This is an optimization exercise on Yosys and OpenROAD, whose aim is small area, a short achievable clock period and few clock cycles, not a production implementation. Function not checked in this run: the RTL went through the layout flow alone. No activity file was given, so power comes from the tool's default toggle rates.

--- flow/design.v ---
module ook_rx (
    input  wire          clk,
    input  wire          rst,
    input  wire          c_valid,
    output wire          c_ready,
    input  wire [17:0]   c_word,
    input  wire          f_pop,
    output wire          f_avail,
    output wire [6:0]    f_len,
    output wire [47:0]   f_payload,
    input  wire [2:0]    r_num,
    output reg  [31:0]   r_data
);
    localparam integer W       = 2;
    localparam integer G       = 300;
    localparam integer THR_NUM = 1;
    localparam integer THR_DEN = 20;
    localparam integer MINGAP  = 1;
    localparam integer PERIOD  = 2;
    localparam integer NMAX    = 96;
    localparam integer LMAX    = NMAX - W + 1;    
    localparam integer P   = 8;                   
    localparam integer NG  = (LMAX + P - 1) / P;  
    localparam integer SW  = 17;                  
    localparam integer NBV = 57;                  
    localparam [1:0] OP_NOP = 2'd0, OP_SAMPLE = 2'd1, OP_LAST = 2'd2, OP_END = 2'd3;
    reg              busy;
    reg  [6:0]       cnt;        
    reg  [6:0]       lw;         
    reg  [15:0]      sreg;       
    reg  [SW-1:0]    sacc;       
    reg              sval;
    reg  [23:0]      tsum;       
    reg  [10:0]      coff;       
    reg  [1:0]       dcyc;       
    reg              aligned;
    reg  [6:0]       acnt;       
    reg              scan;
    reg              tail;
    reg  [3:0]       grp;
    reg  [6:0]       rr;         
    reg  [17:0]      qt;         
    reg              mkp;        
    reg              lpar;       
    reg  [6:0]       zc;         
    reg  [6:0]       nb;         
    reg  [NBV-1:0]   bv;         
    reg  [2:0]       hp;         
    reg              hlen;       
    reg  [2:0]       explen;     
    reg  [2:0]       fh;         
    reg              fq_valid;
    wire [1:0]  op   = c_word[17:16];
    wire [15:0] d    = c_word[15:0];
    wire        full = (cnt == NMAX);
    assign c_ready = (op == OP_NOP) || (!busy && (op == OP_END || !full));
    wire fire      = c_valid && c_ready;
    wire do_sample = fire && (op == OP_SAMPLE || op == OP_LAST);
    wire do_close  = fire && (op == OP_LAST || op == OP_END);
    wire do_sw     = do_sample && (cnt != 0);        
    wire [SW-1:0] s_new = sreg + d;
    wire [6:0]  lw_cl  = lw + (do_sw ? 7'd1 : 7'd0);   
    wire c_step10 = (lw == 7'd12) || (lw == 7'd25) || (lw == 7'd38) || (lw == 7'd51) ||
                    (lw == 7'd64) || (lw == 7'd77) || (lw == 7'd90);
    wire [SW-1:0] head [0:P-1];
    wire          scan_adv = scan;
    wire          alg_step = busy && !aligned;
    genvar gj;
    generate
        for (gj = 0; gj < P; gj = gj + 1) begin : g_lane
            localparam integer DEP   = (LMAX - 1 - gj) / P + 1;
            localparam integer KLAST = (DEP - 1) * P + gj;
            reg  [SW-1:0] sl [0:DEP-1];
            wire en = (do_sw && lw[2:0] == gj) || scan_adv ||
                      (alg_step && acnt <= KLAST);
            integer e;
            always @(posedge clk) begin
                if (en) begin
                    for (e = 0; e < DEP - 1; e = e + 1)
                        sl[e] <= sl[e+1];
                    sl[DEP-1] <= s_new;
                end
            end
            assign head[gj] = sl[0];
        end
    endgenerate
    wire [23:0] dvd0 = tsum + (sval ? {7'd0, sacc} : 24'd0) + {13'd0, coff};
    wire [23:0] dvd  = (dcyc == 2'd3) ? dvd0 : tsum;
    localparam integer N1 = 5, N2 = 7, N3 = 6;    
    reg  [6:0]  dv_r;
    reg  [6:0]  dv_q;
    reg  [7:0]  dv_t;
    reg  [6:0]  dv_n;
    integer     si, nsteps, bpos;
    always @(*) begin
        case (dcyc)
            2'd3:    begin dv_r = {1'b0, dvd[23:18]}; nsteps = N1; bpos = 17; end
            2'd2:    begin dv_r = rr; nsteps = N2; bpos = 17 - N1; end
            default: begin dv_r = rr; nsteps = N3; bpos = 17 - N1 - N2; end
        endcase
        dv_q = 7'd0;
        for (si = 0; si < 7; si = si + 1) begin
            if (si < nsteps) begin
                dv_t = {dv_r, dvd[bpos - si]};
                if (dv_t >= {1'b0, lw}) begin
                    dv_n = dv_t - {1'b0, lw};
                    dv_q = {dv_q[5:0], 1'b1};
                end else begin
                    dv_n = dv_t[6:0];
                    dv_q = {dv_q[5:0], 1'b0};
                end
                dv_r = dv_n;
            end
        end
    end
    wire [6:0] kb = {grp, 3'b000};
    reg  [P-1:0] cand, mk, setm;
    reg  [6:0]   w;            
    reg          sc_pm, sc_lp, sc_any;
    reg  [2:0]   sc_f;         
    reg  [3:0]   sc_o;
    reg  [3:0]   sc_olast;
    integer j;
    always @(*) begin
        sc_pm  = mkp;
        sc_lp  = lpar;
        sc_f   = 3'd0;
        sc_any = 1'b0;
        sc_olast = 4'd0;
        w      = 7'd0;
        for (j = 0; j < P; j = j + 1) begin
            cand[j] = ({1'b0, head[j]} > qt) && ((kb + j) < lw);
            if (grp == 0 && j == 0) begin
                mk[j]   = 1'b1;           
                setm[j] = 1'b0;
            end else begin
                mk[j]   = cand[j] && !sc_pm;
                setm[j] = mk[j];
            end
            if (mk[j] && ((j % 2 == 1) != sc_lp))
                sc_f = sc_f + 3'd1;
            if (mk[j])
                sc_lp = (j % 2 == 1);
            sc_o = (j + zc[0] + sc_f) >> 1;
            if (setm[j]) begin
                w[sc_o[2:0]] = 1'b1;
                sc_any   = 1'b1;
                sc_olast = sc_o;
            end
            sc_pm = mk[j];
        end
    end
    wire [6:0] base1 = {1'b0, grp, 2'b00} + {1'b0, zc[6:1]};    
    wire [14:0] wsh  = {8'd0, w} << base1[2:0];
    wire [3:0]  bci  = base1[6:3];
    reg  [63:0] bset;
    integer c;
    always @(*) begin
        bset = 64'd0;
        for (c = 0; c < 8; c = c + 1) begin
            if (bci == c)
                bset[8*c +: 8] = bset[8*c +: 8] | wsh[7:0];
            if (bci + 4'd1 == c)
                bset[8*c +: 8] = bset[8*c +: 8] | {1'b0, wsh[14:8]};
        end
    end
    wire last_grp = ({1'b0, kb} + 8'd8 >= {1'b0, lw});
    wire [63:0] bvx = {{(64-NBV){1'b0}}, bv};
    reg  [7:0]  hbyte;
    integer hb;
    always @(*) begin
        hbyte = 8'd0;
        for (hb = 0; hb < 7; hb = hb + 1)
            if (hp == hb) hbyte = bvx[8*hb+1 +: 8];
    end
    wire [2:0] hl_s   = (hbyte[7:1] >= 7'd7) ? 3'd7 : hbyte[3:1];
    wire [2:0] len_e  = hlen ? explen : hl_s;
    wire       hdr_ok = hlen || ({1'b0, nb} >= {1'b0, hp, 3'b000} + 8'd8);
    wire [3:0] fr_end = {1'b0, hp} + {1'b0, len_e} + 4'd1;
    wire       fr_ok  = {1'b0, nb} >= {1'b0, fr_end, 3'b000};
    wire       p_act  = !fq_valid && hdr_ok;
    wire       p_zero = p_act && (len_e == 3'd0);
    wire       p_emit = p_act && !p_zero && fr_ok;
    wire       p_len  = p_act && !p_zero && !fr_ok && !hlen;
    wire [2:0] hp_n   = p_zero ? hp + 3'd1 : (p_emit ? fr_end[2:0] : hp);
    wire       hlen_n = p_len ? 1'b1 : (p_emit ? 1'b0 : hlen);
    wire [2:0] exl_n  = (p_len || p_emit) ? len_e : explen;
    wire [3:0] fr_end_n = {1'b0, hp_n} + {1'b0, exl_n} + 4'd1;
    wire       prog_n = hlen_n ? ({1'b0, nb} >= {1'b0, fr_end_n, 3'b000})
                               : ({1'b0, nb} >= {1'b0, hp_n, 3'b000} + 8'd8);
    wire       done   = tail && !prog_n;
    always @(posedge clk) begin
        if (rst) begin
            busy     <= 1'b0;
            cnt      <= 7'd0;
            lw       <= 7'd0;
            sval     <= 1'b0;
            tsum     <= 24'd0;
            coff     <= 11'd0;
            dcyc     <= 2'd0;
            aligned  <= 1'b1;
            scan     <= 1'b0;
            tail     <= 1'b0;
            fq_valid <= 1'b0;
            nb       <= 7'd0;
            hp       <= 3'd0;
            hlen     <= 1'b0;
        end else begin
            hp     <= hp_n;
            hlen   <= hlen_n;
            explen <= exl_n;
            if (p_emit) begin
                fq_valid <= 1'b1;
                fh       <= hp;
            end
            if (f_pop && fq_valid)
                fq_valid <= 1'b0;
            if (do_sample) begin
                sreg <= d;
                cnt  <= cnt + 7'd1;
            end
            if (do_sw) begin
                sacc <= s_new;
                lw   <= lw + 7'd1;
                coff <= coff + (c_step10 ? 11'd10 : 11'd11);
            end
            sval <= do_sw;
            if (sval && !busy)
                tsum <= tsum + {7'd0, sacc};
            if (do_close) begin
                if (lw_cl == 7'd0) begin
                    cnt  <= 7'd0;
                    lw   <= 7'd0;
                    tsum <= 24'd0;
                    coff <= 11'd0;
                end else begin
                    busy    <= 1'b1;
                    dcyc    <= 2'd3;
                    aligned <= (lw_cl == LMAX);
                    acnt    <= lw_cl;
                end
                nb   <= 7'd0;
                hp   <= 3'd0;
                hlen <= 1'b0;
            end
            if (busy && dcyc != 2'd0) begin
                if (dcyc == 2'd3)
                    tsum <= dvd0;
                rr   <= dv_r;
                case (dcyc)
                    2'd3:    qt <= {qt[17-N1:0], dv_q[N1-1:0]};
                    2'd2:    qt <= {qt[17-N2:0], dv_q[N2-1:0]};
                    default: qt <= {qt[17-N3:0], dv_q[N3-1:0]};
                endcase
                dcyc <= dcyc - 2'd1;
            end
            if (alg_step) begin
                acnt <= acnt + P;
                if (acnt + P >= LMAX)
                    aligned <= 1'b1;
            end
            if (busy && !scan && !tail && dcyc == 2'd0 && aligned && !fq_valid) begin
                scan <= 1'b1;
                grp  <= 4'd0;
                mkp  <= 1'b1;
                lpar <= 1'b0;
                zc   <= 7'd0;
            end
            if (scan) begin
                bv   <= (grp == 0 ? {NBV{1'b0}} : bv) | bset[NBV-1:0];
                mkp  <= mk[P-1];
                lpar <= sc_lp;
                zc   <= zc + {4'd0, sc_f};
                if (sc_any)
                    nb <= base1 + {3'd0, sc_olast};
                grp  <= grp + 4'd1;
                if (last_grp) begin
                    scan <= 1'b0;
                    tail <= 1'b1;
                end
            end
            if (done) begin
                tail <= 1'b0;
                busy <= 1'b0;
                cnt  <= 7'd0;
                lw   <= 7'd0;
                tsum <= 24'd0;
                coff <= 11'd0;
            end
        end
    end
    reg [47:0] pay;
    integer fi, fs;
    always @(*) begin
        pay = 48'd0;
        for (fi = 0; fi < 6; fi = fi + 1)
            for (fs = 0; fs < 6 - fi; fs = fs + 1)
                if (fh == fs && fi < explen)
                    pay[8*fi +: 8] = bvx[8*(fs+1+fi)+1 +: 8];
    end
    assign f_avail   = fq_valid;
    assign f_len     = fq_valid ? {4'd0, explen} : 7'd0;
    assign f_payload = fq_valid ? pay : 48'd0;
    wire [31:0] status = {10'd0, 17'd0, 1'b1, full, fq_valid, fq_valid, busy};
    always @(*) begin
        case (r_num)
            3'd0:    r_data = W;
            3'd1:    r_data = G;
            3'd2:    r_data = THR_NUM;
            3'd3:    r_data = THR_DEN;
            3'd4:    r_data = MINGAP;
            3'd5:    r_data = PERIOD;
            3'd6:    r_data = status;
            default: r_data = {25'd0, cnt};
        endcase
    end
endmodule
--- flow/run.sh ---
#!/bin/bash
# synth_recipe.tcl (not shown) runs the flow's synth.tcl, then flattens the netlist and writes it again
# the make line also repeats each setting of config.mk as NAME=value (left out here)
make -C /OpenROAD-flow-scripts/flow DESIGN_CONFIG=/design/flow/config.mk WORK_HOME=/design/flow/orfs CLKGATE_MAP_FILE= SYNTH_SCRIPT=/design/flow/synth_recipe.tcl finish
--- flow/config.mk ---
export PLATFORM = sky130hd
export DESIGN_NAME = ook_rx
export DESIGN_NICKNAME = ook_rx
export VERILOG_FILES = /design/flow/design.v
export SDC_FILE = /design/flow/constraint.sdc
export NUM_CORES = 4
export LEC_CHECK = 0
export CAP_MARGIN = 20
export CORE_MARGIN = 2
export CORE_UTILIZATION = 40
export PLACE_DENSITY = 0.6
export SLEW_MARGIN = 20
--- flow/constraint.sdc ---
create_clock -name core_clock -period 15.0 [get_ports {clk}]
set_input_delay 3.0000 -clock core_clock [delete_from_list [all_inputs] [get_ports {clk}]]
set_output_delay 3.0000 -clock core_clock [all_outputs]
set_load 0.01 [all_outputs]
==> results.toml <==
[timing]
min_period_ns = 15.62
rsz0062_at_grt = "true"
slew_headroom_pct = 15.2
max_freq_ghz = 0.0640
worst_slew_pin_slew_ns = 1.26
period_share_pct = 104
finalWorstSetupSlack_ns = -0.624
fin_skew_ns = 0.0926
fin_tns_setup_ns = -4.06
hold_viol_final = 0
drv_slew = 0
setup_viol = 8

[worst_setup_path]
startpoint_type = "flip-flop"
rrSetupSlack_ns = -0.62
crit_type = "flip-flop to flip-flop"
arrival_ns = 16.11
crit_slowest_cell = "fa_1"
cp.required_ns = 15.48
cpMostUsedCell = "a21o_1"
cp_slowest_stage_delay_ns = 0.54
endpoint_kind = "flip-flop"
worstPathMaxFanout = 8

[synthesis]
ys_seq_area_share_pct = 73.2
synth_warnings = 9
synth_area_um2 = 73800
synthCells = 4717
synthTopCellsByArea = "edfxtp_1, ha_1, dfxtp_1"
synth_largest_area_cell = "edfxtp_1"
ys_ff_latch = 1822
netlist.area_leader.share_pct = 71.4
ys_types = 104
synth_edf_count = 1754
async_reset_ff_share_pct = 0
synth_area_per_cell_um2 = 15.6
ys.flop_type = "edfxtp_1"

[clocking]
clkSinkCount = 1822
clkTransAtPathRegs_ns = 0.06
cts_hold_buffers = 0
cts_tree = "yes"
cts_buffer_depth = 3
root_buffer = "clkbuf_16"
cts_inserted_buffers = 184
clk_latency_ns = 0.82
cts_htree_levels = 4

[global_route]
antenna_found_initial = 6
overflow = 0
grt_pass1_wl_mm = 239
grt_max_degree = 184
grt_usage_pct = 16.7
grt_pass1_vias = 39300

[placement]
io_buffers = 85
dpl_cell_area_um2 = 80000
dp_hpwl_mm = 105
place_congestion = 0.885
post-place-ws_ns = -1.12

[drt]
drtPass1Iterations = 6
drt_iter0_markers = 3659
ant_nets = 0
wl_per_cell_um = 20.0
drt-total-wl_mm = 157
num_vias = 40600
drc = 0
viasPerCell = 5.17

[floorplanning]
io_pins = 114
die_y_um = 434
rows = 157
die_w_um = 434
core_area_um2 = 183000
dieArea_um2 = 188000
floorplan.initialDensity_pct = 40.3

[min_path]
holdCritPathClass = "flip-flop to flip-flop"

[power_and_ir_drop]
comb_power_share_pct = 13.1
sw_frac_of_total_pct = 23.4
p_int_mw = 9.17
power.leakage_nw = 30.1
p_per_area_nw_per_um2 = 137
ir_drop_uv = 136
seqPwrFrac_pct = 48.1
p_switching_mw = 2.81
clkPwrFrac_pct = 38.8

[finish]
final_area_um2 = 87100
area_delta_synth_final_pct = 18.1
diodes = 0
layout-drive-gt1-share_pct = 15.8
fin_nets = 5639

[status]
status = "complete, but fails checks"
so.violations = "setup timing"

[job]
drv_cap = 0
==> cells in the mapped netlist (11+ instances only) <==
library cell  instances
xor2_1               35
mux2_2               19
a31oi_1              46
nand2b_1             45
o41ai_1              11
nand3_1              73
mux2i_1              48
o221ai_1             16
xnor2_1              89
and2_1               51
nor2_1              289
o21bai_1             24
and3_1               33
nor3_1               81
buf_4                30
nor4_1               26
or2_2                15
edfxtp_1           1754
a211oi_1             36
o211ai_1             36
or3_1                32
ha_1                350
nand4_1              40
a221o_1              20
nand2_1             226
a21boi_0             12
fa_1                 26
a21oi_1             214
inv_1               193
nor2b_1              38
dfxtp_1              68
o21a_1               27
a22o_1               11
a221oi_1             18
o21ai_0             175
a22oi_1              91
clkbuf_1            103
a21o_1               54
buf_1                17
o31ai_1              30
o21ai_1              17
==> cell type report <==
type | instances | area [um^2]
repair buffers | 464 | 3770
clock buffers | 214 | 4750
flip-flops and latches | 1822 | 54000
fillers | 15500 | 96100
multi-input cells | 2566 | 19200
inverters | 200 | 753
well taps | 2464 | 3080
clock inverters | 130 | 1550
==> routing by layer <==
layer	vias to the layer above	track usage (%)	wire, um
met5	-	0	0
met4	0	4.92	4030
met3	252	2.33	6900
met2	984	26.5	73300
met1	20100	23.9	73300
li1	19300	-	-
==> power groups by stage <==
stage	logic [mW]	registers, mW	clock network [mW]
after floorplan	0.784	5.89	0
after global placement	1.37	5.87	0
after detailed placement	1.36	5.88	0
after CTS	1.49	5.77	4.78
after global routing	1.71	5.78	4.97
final	1.56	5.77	4.65
==> path summary, 6_finish.rpt <==
path	start	endpoint	cells after the start
max reg2reg	sval	rr[5]	84
min reg2reg	g_lane[3].sl[9][16]	g_lane[3].sl[8][16]	0
min	g_lane[3].sl[9][16]	g_lane[3].sl[8][16]	0
max	sval	rr[5]	84
==> registers in the layout, summed over array words and instances (netlist names), 2 cells and up <==
name and flops:
tsum 24, explen 3, hp 3, nb 7, grp 4, g_lane.sl 1615, cnt 7, acnt 7
bv 55, coff 11, sacc 17, fh 3, zc 7, lw 7, qt 18, sreg 16
dcyc 2, rr 7
==> cell usage in the layout (no fill, tap or decap), types with 22 or more instances in the layout <==
master           netlist  layout
conb_1                 1      28
clkinv_1               4      42
o21ai_0              175     164
clkbuf_1             103      27
a21oi_1              214     201
nor2_1               289     282
nor3_1                81      79
inv_1                193     188
dfxtp_1               68      67
nor4_1                26      23
a31oi_1               46      46
o211ai_1              36      36
nand3_1               73      73
nor2b_1               38      35
nand4_1               40      40
nand2_1              226     224
bufinv_16              0      22
a22oi_1               91      90
o21bai_1              24      22
xnor2_1               89      80
clkinv_2               0      28
and2_1                51      47
mux2i_1               48      40
o21a_1                27      26
xor2_1                35      34
clkbuf_16              0     184
ha_1                 350     337
buf_4                 30     368
clkdlybuf4s50_1        0      85
edfxtp_1            1754    1754
o31ai_1               30      29
a211oi_1              36      35
a21o_1                54      54
nand2b_1              45      44
and3_1                33      32
or3_1                 32      30
==> per-stage QoR <==
stage	total power, mW	cells	utilization (%)	hold WS, ns
after global placement	7.24	7458	43.7	0.400
after CTS	12.0	7839	47.4	0.354
after global routing	12.5	7860	47.6	0.381
final	12.0	7860	47.6	0.369
after detailed placement	7.23	7458	43.7	0.405
after floorplan	6.67	4744	-	0.400
==> worst max-delay path: cells and delay by family (launching register included) <==
family	cells	cell delay [ns]
flops	1	0.35
compound gates	40	6.82
buf+inv	11	1.25
mux	7	1.72
fa+ha+maj	10	2.94
simple gates	15	2.04
xor+xnor	1	0.15
==> repair_timing <==
action,4_1_cts,5_1_grt
hold endpoints to repair,0,0
gates cloned,0,0
endpoints found under the setup margin,8,9
pin swaps,39,31
resized for setup,39,41
setup buffers,37,22
==> cells by family (layout without fill, tap and decap cells) <==
kind of cell	after synthesis	in the layout	synth area share (%)
multiplexers	73	73	1.11
other	1	28	0.00508
XOR/XNOR	127	127	1.57
flip-flops	1822	1822	73.2
AND/OR/NAND/NOR	1001	1001	6.64
buffers and inverters	356	1008	1.97
AO/OA/AOI/OAI	961	961	8.86
adder cells (fa/ha/maj)	376	376	6.64

==> re-timing with driven ports <==
The flow's constraints put no driver on any port. The routed layout listed below was extracted and timed again, unchanged, in two steps.
Step 1, drivers: a clkbuf_16 drives clk and a buf_2 each remaining input, both assumed.
Step 2 adds t to the input delays and takes it off the output delays; t is the mean of the earliest and latest rising clock arrival at the registers after step 1. Input paths then give back, and output paths get back, about the clock's delay inside the block.
a / b / c = ideal / step 1 / step 2; a / b = the first two.
t (ns): 0.859
setup slack, ns: -0.624 / -0.624 / -0.624
clock arrival spread, ns: 0.092 / 0.092
The setup slack of this run moves by 0.000 ns with the drivers and by 0.000 ns with both steps.
